Source: an optimization exercise on an open RTL-to-GDS flow (aim: small area, a short achievable clock period and few clock cycles per item). Production flows keep margins and buffers that such runs may drop.
The RTL was checked by simulation tests, not by an equivalence proof against the original design.
Power and IR drop assume default switching activity.

<file path="flow/config.mk">
export PLATFORM = sky130hd
export DESIGN_NAME = casio_core
export DESIGN_NICKNAME = casio_core
export VERILOG_FILES = /design/flow/design.v
export SDC_FILE = /design/flow/constraint.sdc
export NUM_CORES = 4
export LEC_CHECK = 0
export CAP_MARGIN = 20
export CORE_MARGIN = 2
export CORE_UTILIZATION = 40
export PLACE_DENSITY = 0.6
export SLEW_MARGIN = 20
</file>
<file path="flow/constraint.sdc">
create_clock -name core_clock -period 42.0 [get_ports {clk}]
set_input_delay 8.4000 -clock core_clock [delete_from_list [all_inputs] [get_ports {clk}]]
set_output_delay 8.4000 -clock core_clock [all_outputs]
set_load 0.01 [all_outputs]
</file>
<file path="flow/design.v">
module casio_tdiv #(
    parameter STEPS = 1,
    parameter S1 = 6, parameter S2 = 10, parameter S3 = 14
) (
    input  wire        clk,
    input  wire        rst,
    input  wire        start,
    input  wire [15:0] adj_new,
    input  wire [15:0] adj,
    output wire        busy,
    output wire        busy_n,           
    output wire [19:0] t_mag,            
    output wire [1:0]  cls_n             
);
    localparam [4:0] C0 = (20 + STEPS - 1) / STEPS;
    localparam [4:0] C1 = (20 - S1 + STEPS - 1) / STEPS;
    localparam [4:0] C2 = (20 - S2 + STEPS - 1) / STEPS;
    localparam [4:0] C3 = (20 - S3 + STEPS - 1) / STEPS;
    reg [19:0] nq;
    reg [14:0] rem;
    reg [4:0]  cnt;
    reg [1:0]  cls;
    wire        neg = adj[15];
    wire [16:0] opd = {1'b1, adj ^ {16{~neg}}};
    reg [19:0] nq_s;
    reg [15:0] sh;
    reg [16:0] dif;
    reg [14:0] rem_s;
    integer    j;
    always @* begin
        nq_s  = nq;
        rem_s = rem;
        for (j = 0; j < STEPS; j = j + 1) begin
            sh  = {rem_s, nq_s[19]};
            dif = {1'b0, sh} + opd + {16'd0, ~neg};
            nq_s = {nq_s[18:0], ~dif[16]};
            rem_s = dif[16] ? sh[14:0] : dif[14:0];
        end
    end
    wire [19:0] num = {~adj_new[15], {6{adj_new[15]}}, adj_new[14:2]};
    wire [15:0] mg  = adj_new ^ {16{adj_new[15]}};     
    wire ge3 = mg[14:S3] != 0;
    wire ge2 = mg[14:S2] != 0;
    wire ge1 = mg[14:S1] != 0;
    assign cls_n  = start ? (ge3 ? 2'd3 : ge2 ? 2'd2 : ge1 ? 2'd1 : 2'd0) : cls;
    assign busy   = (cnt != 5'd0);
    assign busy_n = start | (cnt > 5'd1);
    assign t_mag  = nq;
    always @(posedge clk) begin
        if (rst) begin
            cnt <= 5'd0;
        end else if (start) begin
            cnt <= ge3 ? C3 : ge2 ? C2 : ge1 ? C1 : C0;
        end else if (busy) begin
            cnt <= cnt - 5'd1;
        end
        cls <= cls_n;
        if (start) begin
            if (ge3) begin
                nq  <= num << S3;
                rem <= num >> (20 - S3);
            end else if (ge2) begin
                nq  <= num << S2;
                rem <= num >> (20 - S2);
            end else if (ge1) begin
                nq  <= num << S1;
                rem <= num >> (20 - S1);
            end else begin
                nq  <= num;
                rem <= 15'd0;
            end
        end else if (busy) begin
            nq  <= nq_s;
            rem <= rem_s;
        end
    end
endmodule
module casio_arbiter (
    input  wire [127:0] act,
    input  wire [1:0]   elevel,      
    input  wire         mie,         
    input  wire         miblk,       
    output reg          sel_valid,
    output reg  [6:0]   sel,
    output reg  [1:0]   level
);
    wire       sw_any, mi_any;
    wire [5:0] sw_idx, mi_idx;
    casio_lowest u_sw (.x(act[127:64]),        .any(sw_any), .idx(sw_idx));
    casio_lowest u_mi (.x({act[63:4], 4'd0}), .any(mi_any), .idx(mi_idx));
    always @* begin
        sel_valid = 1'b1;
        sel       = 7'd0;
        level     = 2'd0;
        if (act[0]) begin
            sel   = 7'd0;
            level = 2'd0;
        end else if (sw_any) begin
            sel   = {1'b1, sw_idx};
            level = 2'd1;
        end else if (act[2]) begin
            sel   = 7'd2;
            level = 2'd3;
        end else if (act[1]) begin
            sel   = 7'd1;
            level = 2'd2;
        end else if (act[3] && elevel != 2'd3) begin
            sel   = 7'd3;
            level = 2'd2;
        end else if (mie && !miblk && !elevel[1] && mi_any) begin
            sel   = {1'b0, mi_idx};
            level = 2'd1;
        end else begin
            sel_valid = 1'b0;
        end
    end
endmodule
module casio_lowest (
    input  wire [63:0] x,
    output wire        any,
    output wire [5:0]  idx
);
    wire [31:0] a1;  wire [31:0] i1;
    wire [15:0] a2;  wire [31:0] i2;
    wire [7:0]  a3;  wire [23:0] i3;
    wire [3:0]  a4;  wire [15:0] i4;
    wire [1:0]  a5;  wire [9:0]  i5;
    genvar g;
    generate
        for (g = 0; g < 32; g = g + 1) begin : l1
            assign a1[g] = x[2*g] | x[2*g+1];
            assign i1[g] = ~x[2*g];
        end
        for (g = 0; g < 16; g = g + 1) begin : l2
            assign a2[g]       = a1[2*g] | a1[2*g+1];
            assign i2[2*g+1:2*g] = a1[2*g] ? {1'b0, i1[2*g]} : {1'b1, i1[2*g+1]};
        end
        for (g = 0; g < 8; g = g + 1) begin : l3
            assign a3[g]         = a2[2*g] | a2[2*g+1];
            assign i3[3*g+2:3*g] = a2[2*g] ? {1'b0, i2[4*g+1:4*g]} : {1'b1, i2[4*g+3:4*g+2]};
        end
        for (g = 0; g < 4; g = g + 1) begin : l4
            assign a4[g]         = a3[2*g] | a3[2*g+1];
            assign i4[4*g+3:4*g] = a3[2*g] ? {1'b0, i3[6*g+2:6*g]} : {1'b1, i3[6*g+5:6*g+3]};
        end
        for (g = 0; g < 2; g = g + 1) begin : l5
            assign a5[g]         = a4[2*g] | a4[2*g+1];
            assign i5[5*g+4:5*g] = a4[2*g] ? {1'b0, i4[8*g+3:8*g]} : {1'b1, i4[8*g+7:8*g+4]};
        end
    endgenerate
    assign any = a5[0] | a5[1];
    assign idx = a5[0] ? {1'b0, i5[4:0]} : {1'b1, i5[9:5]};
endmodule
module casio_core (
    input  wire        clk,
    input  wire        rst,             
    input  wire        cmd_valid,
    output wire        cmd_ready,
    input  wire [31:0] cmd,
    input  wire [1:0]  core_elevel,     
    input  wire        core_mie,        
    output reg         rsp_valid,
    output reg         rsp_exc,         
    output reg  [1:0]  rsp_exc_level,
    output reg  [6:0]  rsp_exc_index,
    output reg         rsp_diag,        
    output reg         rsp_step,        
    output reg         rsp_busmiss,     
    output reg  [7:0]  rsp_rdata,       
    output reg  [4:0]  rsp_ticks,       
    output reg  [7:0]  rsp_hsedge,
    output reg  [7:0]  rsp_lsedge,
    output wire [7:0]  rsp_hsout,       
    output wire [7:0]  rsp_lsout,       
    output wire [1:0]  rsp_runmode,     
    output wire [2:0]  rsp_fatal        
);
    localparam N = 21;
    localparam W = N + 1;
    localparam RUNNING = 2'd2;
    reg [127:0] act_q;
    reg [W-1:0] ie_q, irq_q;
    reg [W-1:1] len_q;
    reg         miblk_q;
    reg [1:0]   runmode_q;
    reg [7:0]   blkcon_q;
    reg [2:0]   fatal_q;
    reg [3:0]   osccfg_q;
    reg [15:0]  adj_q;
    reg [5:0]   hscnt_q;
    reg         syscnt_q;
    reg [6:0]   hssub_q;
    reg [7:0]   hsout_q;
    reg [2:0]   lscnt_q;                
    reg [1:0]   lslen_q;                
    reg [18:0]  lstc_q;                 
    reg [1:0]   lscorr_q;               
    reg [6:0]   lssub_q;
    reg [7:0]   lsout_q;
    assign rsp_hsout   = hsout_q;
    assign rsp_lsout   = lsout_q;
    assign rsp_runmode = runmode_q;
    assign rsp_fatal   = fatal_q;
    reg         rstlsreq_q, rsthsreq_q;
    reg         rst_q;
    reg         pre_q;
    reg         x_q;
    reg         bad_q;
    reg         v1_q;
    reg [31:0]  c1_q;
    reg [1:0]   el1_q;
    reg         mie1_q;
    reg  rdy_q;
    assign cmd_ready = rdy_q;
    wire stall = pre_q & x_q;
    wire ex    = v1_q & ~stall;         
    wire        adj_wr;
    reg  [15:0] adj_n;
    wire        dv_busy, dv_busy_n;
    wire [19:0] t_mag;
    wire [1:0]  dv_cls_n;
    casio_tdiv u_tdiv (
        .clk(clk), .rst(rst_q), .start(adj_wr), .adj_new(adj_n), .adj(adj_q),
        .busy(dv_busy), .busy_n(dv_busy_n), .t_mag(t_mag), .cls_n(dv_cls_n)
    );
    wire t_zero = (adj_q == 16'd0);
    wire t_neg  = adj_q[15];
    wire        arb_valid;
    wire [6:0]  arb_sel;
    wire [1:0]  arb_level;
    casio_arbiter u_arb (
        .act(act_q), .elevel(el1_q), .mie(mie1_q), .miblk(miblk_q),
        .sel_valid(arb_valid), .sel(arb_sel), .level(arb_level)
    );
    wire [7:0]  op   = c1_q[31:24];
    wire [15:0] addr = c1_q[23:8];
    wire [7:0]  data = c1_q[7:0];
    wire [6:0]  idx  = c1_q[14:8];
    wire fmt_n  = (c1_q[23:0] == 24'd0);
    wire fmt_l  = (addr[15:7] == 9'd0) && (data == 8'd0);
    wire fmt_lb = (addr[15:7] == 9'd0) && (data[7:1] == 7'd0);
    wire fmt_r  = (data == 8'd0);
    wire fmt_m  = (addr == 16'd0) && (data[7:2] == 6'd0);
    wire fmt_f  = (addr == 16'd0) && (data[7:1] == 7'd0);
    wire idx_mi   = (idx >= 7'd4) && (idx <= 7'd63);
    wire idx_sw   = idx[6];
    wire idx_line = (idx >= 7'd4) && (idx <= 7'd3 + N);
    wire en = ex && (fatal_q == 3'd0);
    wire ec = en && !x_q;               
    reg [2:0] fcode;
    always @* begin
        fcode = 3'd0;
        case (op)
        8'h01, 8'h02, 8'h03, 8'h04, 8'h10, 8'h11, 8'h12, 8'h13, 8'h18, 8'h1A:
            if (!fmt_n) fcode = 3'd4;
        8'h14, 8'h19: if (!fmt_l) fcode = 3'd4; else if (!idx_mi) fcode = 3'd1;
        8'h15:        if (!fmt_l) fcode = 3'd4; else if (!idx_sw) fcode = 3'd3;
        8'h20:        if (!fmt_lb) fcode = 3'd4; else if (!idx_line) fcode = 3'd5;
        8'h21, 8'h22: if (!fmt_l) fcode = 3'd4; else if (!idx_line) fcode = 3'd5;
        8'h30: fcode = 3'd0;
        8'h31: if (!fmt_r) fcode = 3'd4;
        8'h40: if (!fmt_m || data[1:0] == 2'd3) fcode = 3'd4;
        8'h41: if (!fmt_f) fcode = 3'd4;
        default: fcode = 3'd4;
        endcase
    end
    wire go = ec && (fcode == 3'd0);
    wire o_cycle  = en && x_q && !bad_q;
    wire o_rst    = go && (op == 8'h02 || (op == 8'h03 && el1_q[1]));
    wire o_brk1   = go && ((op == 8'h03 && !el1_q[1]) || op == 8'h11);
    wire o_accept = go && op == 8'h04;
    wire o_r0     = go && op == 8'h10;
    wire o_r2     = go && op == 8'h12;
    wire o_r3     = go && op == 8'h13;
    wire o_set    = go && (op == 8'h14 || op == 8'h15);
    wire o_clrnmi = go && op == 8'h18;
    wire o_clr    = go && (op == 8'h19 || op == 8'h22);
    wire o_reqnmi = go && op == 8'h1A;
    wire o_len    = go && op == 8'h20;
    wire o_try    = go && op == 8'h21;
    wire o_lclr   = go && op == 8'h22;
    wire o_wr     = go && op == 8'h30;
    wire o_rd     = go && op == 8'h31;
    wire o_mode   = go && op == 8'h40;
    wire o_miblk  = go && op == 8'h41;
    wire a_osc  = (addr == 16'hF002);
    wire a_lsr  = (addr == 16'hF00A);
    wire a_hsr  = (addr == 16'hF00B);
    wire a_adj0 = (addr == 16'hF00C);
    wire a_adj1 = (addr == 16'hF00D);
    wire a_ie   = (addr[15:2] == 14'h3C04) && (addr[1:0] != 2'd3);
    wire a_irq  = (addr[15:2] == 14'h3C05) && (addr[1:0] != 2'd3);
    wire a_blk  = (addr == 16'hF028);
    wire a_hit  = a_osc | a_lsr | a_hsr | a_adj0 | a_adj1 | a_ie | a_irq | a_blk;
    wire deliver = (o_cycle | o_accept) & arb_valid;
    assign adj_wr = o_wr & (a_adj0 | a_adj1);
    wire [6:0]   ix = (x_q || op == 8'h04) ? arb_sel : idx;
    wire [7:0]   dhi = 8'd1 << ix[6:4];
    wire [15:0]  dlo = 16'd1 << ix[3:0];
    wire [127:0] hit;
    genvar g;
    generate
        for (g = 0; g < 128; g = g + 1) begin : dec
            assign hit[g] = dhi[g / 16] & dlo[g % 16];
        end
    endgenerate
    wire [W-1:0] wv_base = a_ie ? ie_q : irq_q;
    wire [W-1:0] wv = {
        addr[1:0] == 2'd2 ? data[5:0] : wv_base[21:16],
        addr[1:0] == 2'd1 ? data      : wv_base[15:8],
        addr[1:0] == 2'd0 ? data      : wv_base[7:0]};
    wire w_ie  = o_wr & a_ie;
    wire w_irq = o_wr & a_irq;
    reg [127:0] act_n;
    reg [W-1:0] ie_n, irq_n;
    reg [W-1:1] len_n;
    integer k;
    always @* begin
        ie_n  = ie_q;
        irq_n = irq_q;
        len_n = len_q;
        for (k = 0; k < 128; k = k + 1)
            act_n[k] = (act_q[k] & ~(hit[k] & (o_clr | deliver))) | (hit[k] & o_set);
        for (k = 4; k <= 3 + N; k = k + 1) begin
            if (hit[k] & o_try) begin
                irq_n[k - 3] = 1'b1;
                if (len_q[k - 3]) act_n[k] = 1'b1;
            end
            if (hit[k] & (o_lclr | deliver)) irq_n[k - 3] = 1'b0;
            if (hit[k] & o_len) len_n[k - 3] = data[0];
            if (w_irq) act_n[k] = wv[k - 3] ? (act_q[k] | len_q[k - 3]) : 1'b0;
        end
        if (hit[3] & deliver) irq_n[0] = 1'b0;
        if (o_r0) act_n[0] = 1'b1;
        if (o_brk1) act_n[1] = 1'b1;
        if (o_r2) act_n[2] = 1'b1;
        if (o_r3) act_n[3] = 1'b1;
        if (o_clrnmi) act_n[3] = 1'b0;
        if (o_reqnmi) begin
            irq_n[0] = 1'b1;
            if (ie_q[0]) act_n[3] = 1'b1;
        end
        if (w_ie) begin
            ie_n  = wv;
            len_n = wv[W-1:1];
            act_n[3] = wv[0] ? (act_q[3] | irq_q[0]) : 1'b0;
        end
        if (w_irq) begin
            irq_n = wv;
            act_n[3] = wv[0] ? (act_q[3] | ie_q[0]) : 1'b0;
        end
        if (o_rst) begin
            ie_n  = {W{1'b0}};
            irq_n = {W{1'b0}};
            len_n = {N{1'b0}};
            act_n = 128'd1;
        end
    end
    reg [5:0]  hscnt_n;
    reg        syscnt_n;
    reg [6:0]  hssub_n;
    reg [7:0]  hsout_n;
    reg [2:0]  lscnt_n;
    reg [1:0]  lslen_n;
    reg [18:0] lstc_n;
    reg [1:0]  lscorr_n;
    reg [6:0]  lssub_n;
    reg [7:0]  lsout_n;
    reg        rstlsreq_n, rsthsreq_n;
    reg        tickhs, ticksys, tickls;
    reg [7:0]  hsedge, lsedge;
    reg [19:0] lstc_i;
    reg        hs_hit;
    always @* begin
        hscnt_n    = hscnt_q;
        syscnt_n   = syscnt_q;
        hssub_n    = hssub_q;
        hsout_n    = hsout_q;
        lscnt_n    = lscnt_q;
        lslen_n    = lslen_q;
        lstc_n     = lstc_q;
        lscorr_n   = lscorr_q;
        lssub_n    = lssub_q;
        lsout_n    = lsout_q;
        rstlsreq_n = rstlsreq_q;
        rsthsreq_n = rsthsreq_q;
        tickhs  = 1'b0;
        ticksys = 1'b0;
        tickls  = 1'b0;
        hsedge  = 8'd0;
        lsedge  = 8'd0;
        lstc_i  = {1'b0, lstc_q} + 20'd1;
        case (osccfg_q[2:0])
        3'd0:    hs_hit = 1'b1;
        3'd1:    hs_hit = hscnt_q[5:1] != 5'd0 || hscnt_q[0];
        3'd2:    hs_hit = hscnt_q[5:2] != 4'd0 || &hscnt_q[1:0];
        3'd3:    hs_hit = hscnt_q[5:3] != 3'd0 || &hscnt_q[2:0];
        3'd4:    hs_hit = hscnt_q[5:4] != 2'd0 || &hscnt_q[3:0];
        3'd5:    hs_hit = hscnt_q[5]           || &hscnt_q[4:0];
        default: hs_hit = &hscnt_q[5:0];
        endcase
        if (o_cycle) begin
            rstlsreq_n = 1'b0;
            rsthsreq_n = 1'b0;
            hscnt_n = hscnt_q + 6'd1;
            if (hs_hit) begin
                tickhs   = 1'b1;
                hscnt_n  = 6'd0;
                ticksys  = syscnt_q;
                syscnt_n = ~syscnt_q;
                if (!rsthsreq_q) begin
                    hssub_n = hssub_q + 7'd1;
                    if (hssub_q == 7'd127) begin
                        hsout_n = hsout_q + 8'd1;
                        hsedge  = hsout_q & ~hsout_n;
                    end
                end
            end
            if (osccfg_q[3]) begin
                if (t_zero) begin
                    lstc_n = 19'd0;
                end else if (!dv_busy && lstc_i >= t_mag) begin
                    lscorr_n = t_neg ? 2'b01 : 2'b11;
                    lstc_n   = 19'd0;
                end else begin
                    lstc_n = lstc_i[18:0];
                end
                lscnt_n = lscnt_q + 3'd1;
                if (lscnt_q == 3'd3 + {lslen_q[1], lslen_q}) begin
                    tickls   = 1'b1;
                    lscnt_n  = 3'd0;
                    lslen_n  = lscorr_n;
                    lscorr_n = 2'b00;
                    if (!rstlsreq_q) begin
                        lssub_n = lssub_q + 7'd1;
                        if (lssub_q == 7'd127) begin
                            lsout_n = lsout_q + 8'd1;
                            lsedge  = lsout_q & ~lsout_n;
                        end
                    end
                end
            end
        end
        if (o_wr && a_lsr) begin
            lscnt_n    = 3'd0;
            lslen_n    = 2'b00;
            lstc_n     = 19'd0;
            lscorr_n   = 2'b00;
            lssub_n    = 7'd0;
            lsout_n    = 8'd0;
            rstlsreq_n = 1'b1;
        end
        if (o_wr && a_hsr) begin
            hscnt_n    = 6'd0;
            hssub_n    = 7'd0;
            hsout_n    = 8'd0;
            rsthsreq_n = 1'b1;
        end
    end
    reg [1:0] runmode_n;
    reg [7:0] rdata;
    always @* begin
        adj_n = adj_q;
        if (o_wr && a_adj0) adj_n[7:0]  = data;
        if (o_wr && a_adj1) adj_n[15:8] = data;
        runmode_n = runmode_q;
        if (o_mode) runmode_n = data[1:0];
        if (deliver) runmode_n = RUNNING;
        rdata = 8'd0;
        if (o_rd) begin
            case (addr)
            16'hF002: rdata = {4'd0, osccfg_q};
            16'hF00A: rdata = lsout_q;
            16'hF00B: rdata = hsout_q;
            16'hF00C: rdata = adj_q[7:0];
            16'hF00D: rdata = adj_q[15:8];
            16'hF010: rdata = ie_q[7:0];
            16'hF011: rdata = ie_q[15:8];
            16'hF012: rdata = {2'd0, ie_q[21:16]};
            16'hF014: rdata = irq_q[7:0];
            16'hF015: rdata = irq_q[15:8];
            16'hF016: rdata = {2'd0, irq_q[21:16]};
            16'hF028: rdata = blkcon_q;
            default:  rdata = 8'd0;
            endcase
        end
    end
    wire [2:0] fatal_n = ec ? fcode : (en && bad_q) ? 3'd4 : fatal_q;
    reg near;
    always @*
        case (dv_cls_n)
        2'd3:    near = lstc_q >= 19'd13;
        2'd2:    near = lstc_q[18:4] != 15'd0;
        2'd1:    near = lstc_q[18:8] != 11'd0;
        default: near = lstc_q[18:12] != 7'd0;
        endcase
    wire pre_n  = dv_busy_n && (osccfg_q[3] || (o_wr && a_osc)) && (!t_zero || adj_wr) && near;
    wire x_n   = stall ? x_q : (cmd_valid && cmd[31:24] == 8'h01);
    wire bad_n = stall ? bad_q : (cmd[23:0] != 24'd0);
    always @(posedge clk) begin
        rst_q <= rst;
        if (rst_q) begin
            act_q      <= 128'd1;
            ie_q       <= {W{1'b0}};
            irq_q      <= {W{1'b0}};
            len_q      <= {N{1'b0}};
            miblk_q    <= 1'b0;
            runmode_q  <= RUNNING;
            blkcon_q   <= 8'd0;
            fatal_q    <= 3'd0;
            osccfg_q   <= 4'd0;
            adj_q      <= 16'd0;
            hscnt_q    <= 6'd0;
            syscnt_q   <= 1'b0;
            hssub_q    <= 7'd0;
            hsout_q    <= 8'd0;
            lscnt_q    <= 3'd0;
            lslen_q    <= 2'b00;
            lstc_q     <= 19'd0;
            lscorr_q   <= 2'b00;
            lssub_q    <= 7'd0;
            lsout_q    <= 8'd0;
            rstlsreq_q <= 1'b0;
            rsthsreq_q <= 1'b0;
            pre_q      <= 1'b0;
        end else begin
            act_q      <= act_n;
            ie_q       <= ie_n;
            irq_q      <= irq_n;
            len_q      <= len_n;
            if (o_miblk) miblk_q <= data[0];
            runmode_q  <= runmode_n;
            if (o_wr && a_blk) blkcon_q <= data;
            fatal_q    <= fatal_n;
            if (o_wr && a_osc) osccfg_q <= data[3:0];
            adj_q      <= adj_n;
            hscnt_q    <= hscnt_n;
            syscnt_q   <= syscnt_n;
            hssub_q    <= hssub_n;
            hsout_q    <= hsout_n;
            lscnt_q    <= lscnt_n;
            lslen_q    <= lslen_n;
            lstc_q     <= lstc_n;
            lscorr_q   <= lscorr_n;
            lssub_q    <= lssub_n;
            lsout_q    <= lsout_n;
            rstlsreq_q <= rstlsreq_n;
            rsthsreq_q <= rsthsreq_n;
            pre_q      <= pre_n;
        end
        if (rst) begin
            rsp_valid <= 1'b0;
            v1_q      <= 1'b0;
            x_q       <= 1'b0;
            rdy_q     <= 1'b1;
        end else begin
            rsp_valid <= ex;
            if (!stall) begin
                v1_q <= cmd_valid;
            end
            x_q   <= x_n;
            rdy_q <= ~(pre_n & ~rst_q & x_n);
        end
        c1_q  <= cmd;
        bad_q <= bad_n;
        if (!stall) begin
            el1_q  <= core_elevel;
            mie1_q <= core_mie;
        end
    end
    always @(posedge clk) begin
        rsp_exc       <= deliver;
        rsp_exc_level <= deliver ? arb_level : 2'd0;
        rsp_exc_index <= deliver ? arb_sel : 7'd0;
        rsp_diag      <= deliver && arb_sel[6] && el1_q[1];
        rsp_step      <= (runmode_n == RUNNING) && ticksys;
        rsp_busmiss   <= (o_wr || o_rd) && !a_hit;
        rsp_rdata     <= rdata;
        rsp_ticks     <= o_cycle ? {rstlsreq_q, rsthsreq_q, tickls, ticksys, tickhs} : 5'd0;
        rsp_hsedge    <= hsedge;
        rsp_lsedge    <= lsedge;
    end
endmodule
</file>
<file path="flow/flow/run.sh">
#!/bin/bash
set -euo pipefail
here=$(pwd)
export REF_SYNTH_TCL="$here/synth_recipe.tcl"
export OWN_ABC_SCRIPT="$here/flow/area.abc"
export BUFFER_PORTS_ARGS="-buffer_cell sky130_fd_sc_hd__buf_2"
export CTS_ARGS="-sink_clustering_enable -repair_clock_nets -dont_use_dummy_load -sink_clustering_size 22 -sink_clustering_max_diameter 100"
sed "s#SYNTH_SCRIPT=[^ ]*#SYNTH_SCRIPT=$here/flow/synth.tcl#" standard.sh > own_standard.sh
grep -q "SYNTH_SCRIPT=$here/flow/synth.tcl" own_standard.sh
bash own_standard.sh > standard_flow.log 2>&1
</file>
<file path="flow/flow/area.abc">
strash
balance -l
resub -K 6 -l
rewrite -l
resub -K 6 -N 2 -l
refactor -l
resub -K 8 -l
balance -l
resub -K 8 -N 2 -l
rewrite -l
resub -K 10 -l
rewrite -z -l
resub -K 10 -N 2 -l
balance -l
resub -K 12 -l
refactor -z -l
resub -K 12 -N 2 -l
rewrite -z -l
balance -l
&get -n
&st
&deepsyn -T 60
&dch -f
&nf -R 1000
&put
topo
</file>
<file path="flow/flow/synth.tcl">
source $::env(REF_SYNTH_TCL)

set net $::env(RESULTS_DIR)/1_2_yosys.v
file copy -force $net $::env(RESULTS_DIR)/1_2_yosys_ref.v
design -reset
foreach lib $::env(LIB_FILES) { yosys read_liberty -ignore_miss_func $lib }
foreach c [list dfxtp_1 edfxtp_1 dfrtp_1 dfstp_1 dfxbp_1 dfrtn_1 conb_1] {
  catch { yosys blackbox sky130_fd_sc_hd__$c }
}
yosys read_verilog $::env(RESULTS_DIR)/1_2_yosys_ref.v
yosys hierarchy -top $::env(DESIGN_NAME)
yosys flatten
yosys opt_clean
yosys opt -fast
set i [lsearch -exact $abc_args -script]
lset abc_args [expr { $i + 1 }] $::env(OWN_ABC_SCRIPT)
yosys abc {*}$abc_args
yosys setundef -zero
yosys splitnets
yosys opt_clean -purge
yosys hilomap -singleton -hicell {*}$::env(TIEHI_CELL_AND_PORT) -locell {*}$::env(TIELO_CELL_AND_PORT)
yosys insbuf -buf {*}$::env(MIN_BUF_CELL_AND_PORTS)
yosys tee -o $::env(REPORTS_DIR)/synth_stat_remap.txt stat {*}$lib_args
yosys write_verilog -noattr -nohex -nodec $net
</file>
<file path="flow/standard.sh">
#!/bin/bash
# synth_recipe.tcl (not shown) runs the flow's synth.tcl, then flattens the netlist and writes it again
# the make line also repeats each setting of config.mk as NAME=value (left out here)
make -C /OpenROAD-flow-scripts/flow DESIGN_CONFIG=/design/flow/config.mk WORK_HOME=/design/flow/orfs CLKGATE_MAP_FILE= SYNTH_SCRIPT=/design/flow/synth_recipe.tcl "${@:-finish}"
</file>
==> flow_summary.toml, run 1 <==
[clocking]
hold_buffers = 0
ctsHtreeMaxLevel = 1
cts-buffers-inserted = 23
insertion_delay_ps = 600
cts_max_path_buffers = 3
cts_root_buf = "clkbuf_16"
cts_tree = "done"
cts_sinks = 418
clk_pin_slew_ps = 90
cts_setup_buffers = 0
cts_resized = 0

[timing]
finalSetupViolCount = 0
fmax_mhz = 105
relSlewSlack_pct = 16.6
drv_slew = 0
worst_slew_pin_slew_ps = 1250
hold_violations = 0
fin_setup_tns_ps = 0
min_period_ps = 9530
rsz0062_at_grt = "false"
whs_ps = 427
skew_ps = 63.4
final.period_utilization_pct = 22.7

[layout]
nNetsFinal = 2432
diodes = 0
final_cell_area_um2 = 20600
nFillCells = 4631
finalNonFillerCells = 2999
drive_above_1_share_pct = 6.98
synthToLayoutAreaGrowth_pct = 10.6

[place]
globalplace.congestion = 0.947
hpwl_um = 49600
io_buffers = 102
place_inst = 2976
dpl_cell_area_um2 = 20000

[worst_hold_path]
hp-class = "reg2reg"

[synthesis]
yosys_warnings = 3
syn-num-nets = 2292
synth_area_um2 = 18600
synth.avg_cell_area_um2 = 8.27
synthCells = 2254

[worst_setup_path]
crit_chain = "buf_2"
crit_buf_inv = 1
max_stage_delay_ps = 420
cpMaxStageDelayCell = "dfxtp_1"
worstPathRequired_ps = 33600
cp-end-kind = "output pin"
start_kind = "flop"
worstSetupPathType = "reg2out"
path_max_fanout = 5
cp_top_family = "flip-flops"
cp.arrival_ps = 1130

[floorplanning]
core_um2 = 46300
die_w_um = 220
dieArea_um2 = 48400
fp.dieH_um = 220
initial_core_util_pct = 40.3
top_level_ports = 103
rows = 79

[detailed_routing]
drt_drc_violations_left = 0
wl_per_cell_um = 22.4
drt_iter0_drc = 1833
drtAntennaViolNets = 0
wl_um = 67300
via_per_inst = 6.12
vias = 18362
drt_pass1_iterations = 5

[run]
cap_violations = 0

[run_status]
status = "complete, no violations"

[power]
ir_worst_vdd_v = 0.0000326
leakage_nw = 7.53
pwr_density_cell_nw_per_um2 = 32.6
p_total_w = 0.000672

[global_route]
grt_max_degree = 44
grt_pass1_vias = 16920
grt_pass1_wl_um = 101000
grt_usage_pct = 27.2
antenna_found_initial = 2
grt_overflow = 0
stage by stage:
step	util, %	worst slack, ps
after detailed placement	43.3	32480
after global placement	43.3	32490
after floorplan	-	32850
after CTS	44.6	32450
final	44.6	32470
after global routing	44.6	32430
routing by layer:
metal / vias up / track usage, % / wire, um / share of wire, %
met5: - / 0 / 0 / 0
met3: 196 / 3.24 / 5290 / 7.9
li1: 8608 / - / - / -
met4: 0 / 15.4 / 4170 / 6.2
met2: 863 / 44.6 / 30700 / 46
met1: 8695 / 34.6 / 27100 / 40
state kept, by name, summed over array words and instances, names as in the netlist, 4 cells and up, named ones only:
| name | flops |
|---|---|
| act_q | 128 |
| c1_q | 32 |
| ie_q | 22 |
| irq_q | 22 |
| len_q | 21 |
| u_tdiv.nq | 20 |
| lstc_q | 19 |
| u_tdiv.rem | 15 |
| adj_q | 14 |
| blkcon_q | 8 |
| hsout_q | 8 |
| lsout_q | 8 |
| rsp_hsedge | 8 |
| rsp_lsedge | 8 |
| rsp_rdata | 8 |
| hssub_q | 7 |
| lssub_q | 7 |
| rsp_exc_index | 7 |
| hscnt_q | 6 |
| rsp_ticks | 5 |
| u_tdiv.cnt | 5 |
| osccfg_q | 4 |
report_power, final:
group          total [W]  switching, W  leakage [nW]  internal (W)
Combinational  0.0000333     0.0000259          3.83    0.00000743
Clock           0.000231      0.000134         0.283     0.0000978
Sequential      0.000407    0.00000350          3.42      0.000403
Total           0.000672      0.000163          7.53      0.000509
area by class of cell:
cell class                 instances  area, um^2  area share, %
tap                              607         759           3.68
timing repair buffer             136         766           3.71
inverter                          45         169          0.819
clock buffer                      23         576           2.79
sequential                       418        8760           42.5
multi-input combinational       1770        9600           46.5
worst paths after layout:
| kind | cells past startpoint | end | slack, ps | startpoint |
|---|---|---|---|---|
| worst min register to register | 2 | act_q[22] | 430 | len_q[19] |
| worst max-delay path | 1 | rsp_hsout[5] | 32470 | hsout_q[5] |
| worst max register to register | 34 | u_tdiv.rem[6] | 35240 | u_tdiv.nq[19] |
| worst min-delay path | 2 | act_q[22] | 430 | len_q[19] |
cell usage in the layout, fill, tap and decap left out, drive strengths merged, types with 7 or more instances in the layout:
cell	count
xnor2	38
nor2	294
o21ai	362
and3	34
a21o	10
nor3b	7
clkinv	45
o211ai	56
nor3	95
or3	18
o31ai	9
edfxtp	39
clkbuf	23
nor2b	20
xor2	7
nor4	41
nand2b	27
buf	136
mux2i	17
a221oi	21
a22o	15
a21oi	148
or4	8
a22oi	16
o221ai	15
nand3	49
a31oi	23
or2	20
nand2	252
a211oi	16
o22ai	34
o21a	8
a222oi	8
dfxtp	379
and2	32
worst reg2reg max path, delay by kind of cell, from the launching register on:
family	cells	cell delay (ps)
AO/OA/AOI/OAI	12	1800
XOR/XNOR	3	560
adder cells (fa/ha/maj)	5	1950
buffers and inverters	1	280
flip-flops	1	490
AND/OR/NAND/NOR	13	1460
Testbench counts, summed over its fixed seeds: cycles 32,648, items 32,000.
==> run 2: changes to the inputs <==
--- a/flow/design.v
+++ b/flow/design.v
@@ -11,5 +11,6 @@
     output wire        busy_n,           
     output wire [19:0] t_mag,            
-    output wire [1:0]  cls_n             
+    output wire [1:0]  cls_n,            
+    output wire [1:0]  cls_q             
 );
     localparam [4:0] C0 = (20 + STEPS - 1) / STEPS;
@@ -44,4 +45,5 @@
     wire ge1 = mg[14:S1] != 0;
     assign cls_n  = start ? (ge3 ? 2'd3 : ge2 ? 2'd2 : ge1 ? 2'd1 : 2'd0) : cls;
+    assign cls_q  = cls;
     assign busy   = (cnt != 5'd0);
     assign busy_n = start | (cnt > 5'd1);
@@ -219,8 +221,8 @@
     wire        dv_busy, dv_busy_n;
     wire [19:0] t_mag;
-    wire [1:0]  dv_cls_n;
+    wire [1:0]  dv_cls_n, dv_cls;
     casio_tdiv u_tdiv (
         .clk(clk), .rst(rst_q), .start(adj_wr), .adj_new(adj_n), .adj(adj_q),
-        .busy(dv_busy), .busy_n(dv_busy_n), .t_mag(t_mag), .cls_n(dv_cls_n)
+        .busy(dv_busy), .busy_n(dv_busy_n), .t_mag(t_mag), .cls_n(dv_cls_n), .cls_q(dv_cls)
     );
     wire t_zero = (adj_q == 16'd0);
@@ -420,5 +422,5 @@
                 if (t_zero) begin
                     lstc_n = 19'd0;
-                end else if (!dv_busy && lstc_i >= t_mag) begin
+                end else if (dv_busy ? sure_q : lstc_i >= t_mag) begin
                     lscorr_n = t_neg ? 2'b01 : 2'b11;
                     lstc_n   = 19'd0;
@@ -487,13 +489,22 @@
     end
     wire [2:0] fatal_n = ec ? fcode : (en && bad_q) ? 3'd4 : fatal_q;
-    reg near;
+    reg near, sure_n;
     always @*
         case (dv_cls_n)
-        2'd3:    near = lstc_q >= 19'd13;
-        2'd2:    near = lstc_q[18:4] != 15'd0;
-        2'd1:    near = lstc_q[18:8] != 11'd0;
-        default: near = lstc_q[18:12] != 7'd0;
+        2'd3:    begin near = lstc_n >= 19'd14;   sure_n = lstc_n >= 19'd31;     end
+        2'd2:    begin near = lstc_n >= 19'd30;   sure_n = lstc_n >= 19'd511;    end
+        2'd1:    begin near = lstc_n >= 19'd510;  sure_n = lstc_n >= 19'd8191;   end
+        default: begin near = lstc_n >= 19'd8190; sure_n = lstc_n >= 19'd524287; end
         endcase
-    wire pre_n  = dv_busy_n && (osccfg_q[3] || (o_wr && a_osc)) && (!t_zero || adj_wr) && near;
+    reg sure_q;
+    always @*
+        case (dv_cls)
+        2'd3:    sure_q = lstc_q >= 19'd31;
+        2'd2:    sure_q = lstc_q >= 19'd511;
+        2'd1:    sure_q = lstc_q >= 19'd8191;
+        default: sure_q = lstc_q >= 19'd524287;
+        endcase
+    wire pre_n  = dv_busy_n && (osccfg_q[3] || (o_wr && a_osc)) && (!t_zero || adj_wr) &&
+                  near && !sure_n;
     wire x_n   = stall ? x_q : (cmd_valid && cmd[31:24] == 8'h01);
     wire bad_n = stall ? bad_q : (cmd[23:0] != 24'd0);
==> flow/flow/run.sh (replaced) <==
#!/bin/bash
set -euo pipefail
here=$(pwd)
export REF_SYNTH_TCL="$here/synth_recipe.tcl"
export OWN_ABC_SCRIPT="$here/flow/area.abc"
export BUFFER_PORTS_ARGS="-buffer_cell sky130_fd_sc_hd__buf_2"
export CTS_ARGS="-sink_clustering_enable -repair_clock_nets -dont_use_dummy_load -sink_clustering_size 20 -sink_clustering_max_diameter 100"
sed "s#SYNTH_SCRIPT=[^ ]*#SYNTH_SCRIPT=$here/flow/synth.tcl#" standard.sh > own_standard.sh
grep -q "SYNTH_SCRIPT=$here/flow/synth.tcl" own_standard.sh
bash own_standard.sh > standard_flow.log 2>&1
==> flow_summary.toml, run 2 <==
[worst_setup_path]
worstSetupPathType = "reg2out"
start_kind = "flop"
worstPathRequired_ps = 33600
reg2regPathDepth = 25
max_stage_delay_ps = 420
crit_end = "rsp_lsout[3]"
worst-r2r-setup-slack_ps = 35630
crit_chain = "buf_2"
cp-end-kind = "output pin"
crit_start = "lsout_q[3]"
cp.arrival_ps = 1200
crit_buf_inv = 1
cpMaxStageDelayCell = "dfxtp_1"
worstReg2RegEnd = "rdy_q"
cp.depth = 1
path_max_fanout = 5
r2r_start = "lstc_q[0]"
cp_top_family = "flip-flops"

[timing]
drv_slew = 0
finalSetupViolCount = 0
min_period_ps = 9600
skew_ps = 117
final.period_utilization_pct = 22.9
whs_ps = 457
hold_violations = 0
worst_slew_pin_slew_ps = 1160
timing.final.ws_setup_ps = 32400
relSlewSlack_pct = 22.5
fmax_mhz = 104
rsz0062_at_grt = "false"
fin_setup_tns_ps = 0

[floorplanning]
die_w_um = 222
initial_core_util_pct = 40.7
dieArea_um2 = 49300
top_level_ports = 103
core_um2 = 46800
fp.dieH_um = 222
rows = 79

[synthesis]
synthCells = 2324
synth.avg_cell_area_um2 = 8.18
yosys_warnings = 3
synth_area_um2 = 19000
syn-num-nets = 2362

[detailed_routing]
wl_um = 71800
wl_per_cell_um = 23.4
drt_drc_violations_left = 0
drt_pass1_iterations = 9
vias = 19187
drt_iter0_drc = 2428
via_per_inst = 6.26
drtAntennaViolNets = 0

[layout]
final_cell_mix = "dfxtp_1, o21ai_0, nor2_1"
reg_top3 = "act_q (128), c1_q (32)"
layout_commonest_cell = "dfxtp_1"
drive_above_1_share_pct = 6.59
largest_register_ffs = 128
nNetsFinal = 2498
synthToLayoutAreaGrowth_pct = 10.4
regMostFlops = "act_q"

[clocking]
insertion_delay_ps = 610
cts_sinks = 418
clk_pin_slew_ps = 90
ctsHtreeMaxLevel = 1
cts_max_path_buffers = 3
cts_tree = "done"
cts_root_buf = "clkbuf_16"
cts-buffers-inserted = 25
cts_setup_buffers = 0
cts_resized = 0
hold_buffers = 0

[power]
pwr_density_cell_nw_per_um2 = 32.6
switching_share_pct = 24.7
p_int_w = 0.000516
seq_power_share_pct = 59.5
power.switching_w = 0.000169
ir_worst_vdd_v = 0.0000272
combinationalPowerShare_pct = 5.5
leakage_nw = 7.64
clkPwrFrac_pct = 35.1

[place]
hpwl_um = 51700
post-place-ws_ps = 32410
globalplace.congestion = 0.961
io_buffers = 102

[global_route]
grt_pass1_wl_um = 108000
grt_overflow = 0
antenna_found_initial = 2
grt_pass1_vias = 17529
grt_max_degree = 43
grt_usage_pct = 28.1

[run]
cap_violations = 0

[worst_hold_path]
hp-class = "reg2reg"

[run_status]
status = "complete, no violations"
run 2: changes by cell type in the layout (fill, tap and decap cells not counted), sizes merged, moves of 13 or more:
cell and change:
and2 +16, nand2 -14, nand2b -14, nor2 +37, nor3 +23, o211ai -13
run 2: metal layers:
layer | wire length [um] | GRT usage [%] | up-vias
met1 | 29600 | 37.3 | 9143
met4 | 2920 | 11.4 | 2
met5 | 19 | 0 | -
met2 | 31600 | 43.8 | 1014
met3 | 7710 | 6.88 | 181
li1 | - | - | 8847
run 2: through the flow:
step | cell area [um^2] | instances | utilization, % | power (W)
after floorplan | 19000 | 2324 | - | 0.000432
final | 21000 | 3066 | 44.9 | 0.000686
after detailed placement | 20400 | 3039 | 43.5 | 0.000452
after global routing | 21000 | 3065 | 44.9 | 0.000703
after CTS | 21000 | 3064 | 44.9 | 0.000685
after global placement | 20300 | 3039 | 43.5 | 0.000452
run 2: power groups by stage:
stage,Sequential (W),Clock (W),Combinational (W)
CTS,0.000408,0.000243,0.0000351
global route,0.000408,0.000256,0.0000386
global placement,0.000417,0,0.0000350
finish,0.000408,0.000240,0.0000374
floorplan,0.000416,0,0.0000163
detailed placement,0.000417,0,0.0000350
run 2: cell type report:
cell class | count | area [um^2]
Fill cell | 4640 | 25800
Multi-Input combinational cell | 1833 | 9940
Sequential cell | 418 | 8760
Tap cell | 607 | 759
Timing Repair Buffer | 130 | 718
Clock buffer | 25 | 626
Inverter | 52 | 195
Antenna cell | 1 | 2.50
run 2: how the worst min path moves through the flow:
stage,startpoint,to,slack (ps),cells after the start
2_1_floorplan,v1_q,rsp_valid,420,2
5_1_grt,lscorr_q[0],lscorr_q[0],480,2
4_1_cts,ie_q[2],ie_q[2],450,2
3_5_place_dp,ie_q[2],ie_q[2],440,2
3_3_place_gp,lscorr_q[0],lscorr_q[0],430,2
6_report,ie_q[2],ie_q[2],460,2
Testbench counts of run 2, summed over its fixed seeds: cycles 32,418, items 32,000.

-- separate check: timing with driven ports --
How much do the figures lean on ideal ports? The routed layouts below were timed once more, with nothing changed but the port constraints. Step 1: set_driving_cell puts a clkbuf_16 on clk and a buf_2 on each other input, an assumption about the parent block. Step 2 also shifts input and output timing later by t, the mid clock arrival at the registers, as if the neighbouring blocks saw the same clock. Three values: ideal ports, drivers, drivers and shift; two values: the first two.
run | t (ns) | setup WS [ns] | worst slew at a driven data input, ns | cell pins on the clock port's net
run 1 | 0.625 | 32.472 / 32.412 / 32.494 | 0.06 | 1
run 2 | 0.622 | 32.402 / 32.335 / 32.521 | 0.04 | 1
After both steps every run listed still meets setup and hold.
